From an optimization exercise on the open Yosys and OpenROAD flow, aimed at small area and a short achievable clock period; shortcuts taken in it are not production practice. At most, simulation tests tie the RTL to the original design; equivalence was not proved. Power is estimated from default activity; no workload was simulated.

Design sab_unpack, start of the top module:
module sab_unpack (
    input  wire        clk,
    input  wire        rst,
    input  wire        in_valid,
    input  wire [31:0] in_word,
    input  wire [31:0] in_layout,
    output reg         out_valid,
    output reg         out_err,
    output reg  [4:0]  out_width,
    output wire [31:0] out_iqi,
    output wire [31:0] out_iqq,
    output wire [63:0] out_i,
    output wire [63:0] out_q
);
Size in the first run: ~2500 cells after synthesis, ~260 flip-flops, roughly 270 I/O pins, about 16000 µm² of cells after synthesis.
clock: 10.5 ns
lec_check: 0
abc_area: 1
cap_margin: 20
core_margin: 2
core_utilization: 40
slew_margin: 20
standard.sh (not shown) runs the stock make flow with config.mk's settings and CLKGATE_MAP_FILE= SYNTH_SCRIPT=/design/flow/synth_recipe.tcl, a recipe that flattens the netlist after the stock synthesis.
==> flow/flow/run.sh <==
#!/bin/bash
set -euo pipefail
B="BUFFER_PORTS_ARGS=-buffer_cell sky130_fd_sc_hd__buf_1"
bash standard.sh "$B" SETUP_SLACK_MARGIN=7 cts > flow_make_cts.log 2>&1
bash standard.sh "$B" SETUP_SLACK_MARGIN=6.5 finish > flow_make_finish.log 2>&1
The first run completed with no timing, DRC or antenna violations.
Then changed:
==> flow/flow/run.sh (replaced) <==
#!/bin/bash
# The standard layout, with plain buf_1 cells as the port buffers (instead of
# the default pick) so the I/O paths and the port-buffer area stay small.
# Timing repair is aimed 7 ns below the clock period up to clock tree
# synthesis. After global routing, whose estimate runs pessimistic against
# the final extraction, it is aimed 5 ns below, so it adds little there.
set -euo pipefail
B="BUFFER_PORTS_ARGS=-buffer_cell sky130_fd_sc_hd__buf_1"
bash standard.sh "$B" SETUP_SLACK_MARGIN=7 cts > flow_make_cts.log 2>&1
bash standard.sh "$B" SETUP_SLACK_MARGIN=5 finish > flow_make_finish.log 2>&1
After rerunning: The changed run completed with no timing, DRC or antenna violations; sequential cell count does not change; maximum frequency increases by 0.45%; final area decreases by 0.74%; total power fell by 1.1%; global-route usage is unchanged.

Setup of north:
Another version of the RTL of sab_unpack (not shown whole).
For scale: roughly 2800 cells after synthesis, roughly 0.018 mm2 of cells after synthesis.
clock: 10.5 ns
lec_check: 0
abc_area: 1
cap_margin: 20
core_margin: 2
core_utilization: 60
slew_margin: 20
tns_end_percent: 0
==> flow/flow/run.sh <==
#!/bin/bash
set -euo pipefail
B="BUFFER_PORTS_ARGS=-buffer_cell sky130_fd_sc_hd__buf_1"
bash standard.sh "$B" SETUP_SLACK_MARGIN=7.5 cts > flow_make_cts.log 2>&1
bash standard.sh "$B" SETUP_SLACK_MARGIN=7.5 finish > flow_make_finish.log 2>&1
north ended with every stage complete and zero timing, DRC or antenna violations.
Modified inputs, south compared to north
Settings: setting CTS_CLUSTER_SIZE to 40 for the first time; setting CTS_CLUSTER_DIAMETER to 80 for the first time.
==> flow/flow/run.sh <==
#!/bin/bash
set -euo pipefail
S="$PWD/orfs_scripts"
rm -rf "$S"
cp -r "$FLOW_HOME/scripts" "$S"
cp flow/abc_area.script "$S/abc_area.script"
B="BUFFER_PORTS_ARGS=-buffer_cell sky130_fd_sc_hd__buf_1"
bash standard.sh "$B" SCRIPTS_DIR="$S" synth > flow_make_synth.log 2>&1
bash standard.sh "$B" SETUP_SLACK_MARGIN=7.5 cts > flow_make_cts.log 2>&1
bash standard.sh "$B" SETUP_SLACK_MARGIN=7.5 finish > flow_make_finish.log 2>&1
==> flow/flow/abc_area.script (new file) <==
strash
dch
map -B 0.9
strash
dch
map -B 0.9
topo
stime -c
buffer -c
upsize -c
dnsize -c
==> comparison <==
In south relative to north, power in combinational cells had gone down by a little under 10%.
Diff south and north: register-to-register slack lower in north
Of south and north, it is south that has the lower final core area utilization.
Compared south against north; post-synthesis area per instance within noise.
Total power of south is lower than that of north.
The share of total power in the clock network in south sits 4.2 points below the value recorded for north.
south finished end to end and its layout was clean on timing, DRC and antenna.
Routed via count divided by cell count (south over north): decrease, about 1.8%
Looking at pre-CTS worst setup slack across south and north, the one that comes out lower is north.
Diff north..south | area of all sequential standard cells | negligible
Fraction of met3 tracks used by global routing: south and north compared, higher one is south
Compared with north, the detailed router inserted fewer vias in south.

## v33
Another version of the RTL of sab_unpack (not shown whole).
For scale: about 13000 sq um of cells after synthesis.
==> flow/config.mk <==
export PLATFORM = sky130hd
export DESIGN_NAME = sab_unpack
export DESIGN_NICKNAME = sab_unpack
export VERILOG_FILES = /design/flow/design.v
export SDC_FILE = /design/flow/constraint.sdc
export NUM_CORES = 4
export LEC_CHECK = 0
export ABC_AREA = 1
export CAP_MARGIN = 20
export CORE_MARGIN = 2
export CORE_UTILIZATION = 70
export PLACE_DENSITY = 0.8
export SLEW_MARGIN = 20
==> flow/constraint.sdc <==
create_clock -name core_clock -period 10.5 [get_ports {clk}]
set_input_delay 2.1000 -clock core_clock [delete_from_list [all_inputs] [get_ports {clk}]]
set_output_delay 2.1000 -clock core_clock [all_outputs]
set_load 0.01 [all_outputs]
run.sh (not shown) runs the stock make flow with config.mk's settings and CLKGATE_MAP_FILE= SYNTH_SCRIPT=/design/flow/synth_recipe.tcl, a recipe that flattens the netlist after the stock synthesis.
Stock flow here: none of the scripts above is used.
v33 went all the way through the flow, and no timing, DRC or antenna check failed.
Relative to v33, the following input files were edited for v5:
# v33
export LEC_CHECK = 0
export ABC_AREA = 1
export CAP_MARGIN = 20
export CORE_MARGIN = 2
export CORE_UTILIZATION = 70
export PLACE_DENSITY = 0.8
export SLEW_MARGIN = 20
create_clock -name core_clock -period 10.5 [get_ports {clk}]
# v5
export LEC_CHECK = 0
export ABC_AREA = 1
export CAP_MARGIN = 20
export CORE_MARGIN = 2
export CORE_UTILIZATION = 85
export PLACE_DENSITY = 0.9
export SLEW_MARGIN = 20
create_clock -name core_clock -period 10.5 [get_ports {clk}]
Findings:
- v5 is listed as incomplete: the tool reported an error in global placement without I/O (3_1_place_gp_skip_io) and the run ended there.
- Number of enable-type register cells in the synthesized netlist: v33 vs v5 — no meaningful difference
- Summary of v5 over v33: synthesized cell count level, floorplan die width moved down, height of the die moved down.
No run of this note included a check of the RTL's function; only the layout flow was run.

-- separate check: timing with driven ports --
How much do the figures lean on ideal ports? The routed layouts below were timed once more, with nothing changed but the port constraints.
Step 1, drivers: a clkbuf_16 drives clk and a buf_2 each remaining input, both assumed.
Step 2 also shifts input and output timing later by t, the mid clock arrival at the registers, as if the neighbouring blocks saw the same clock.
a / b / c = ideal / step 1 / step 2; a / b = the first two.
run | t (ns) | setup WS [ns] | worst slew at a driven data input, ns
the first run of note 1 | 0.595 | 6.676 / 6.676 / 6.676 | 0.05
the second run of note 1 | 0.595 | 6.693 / 6.693 / 6.693 | 0.05
north | 0.604 | 7.324 / 7.272 / 7.064 | 0.05
south | 0.560 | 7.327 / 7.275 / 6.815 | 0.04
v33 | 0.374 | 1.853 / 1.815 / 2.189 | 0.07
After both steps setup and hold are still met in every run listed. The setup slack of south, which loses most, moves by -0.052 ns with the drivers and by -0.512 ns with both steps.
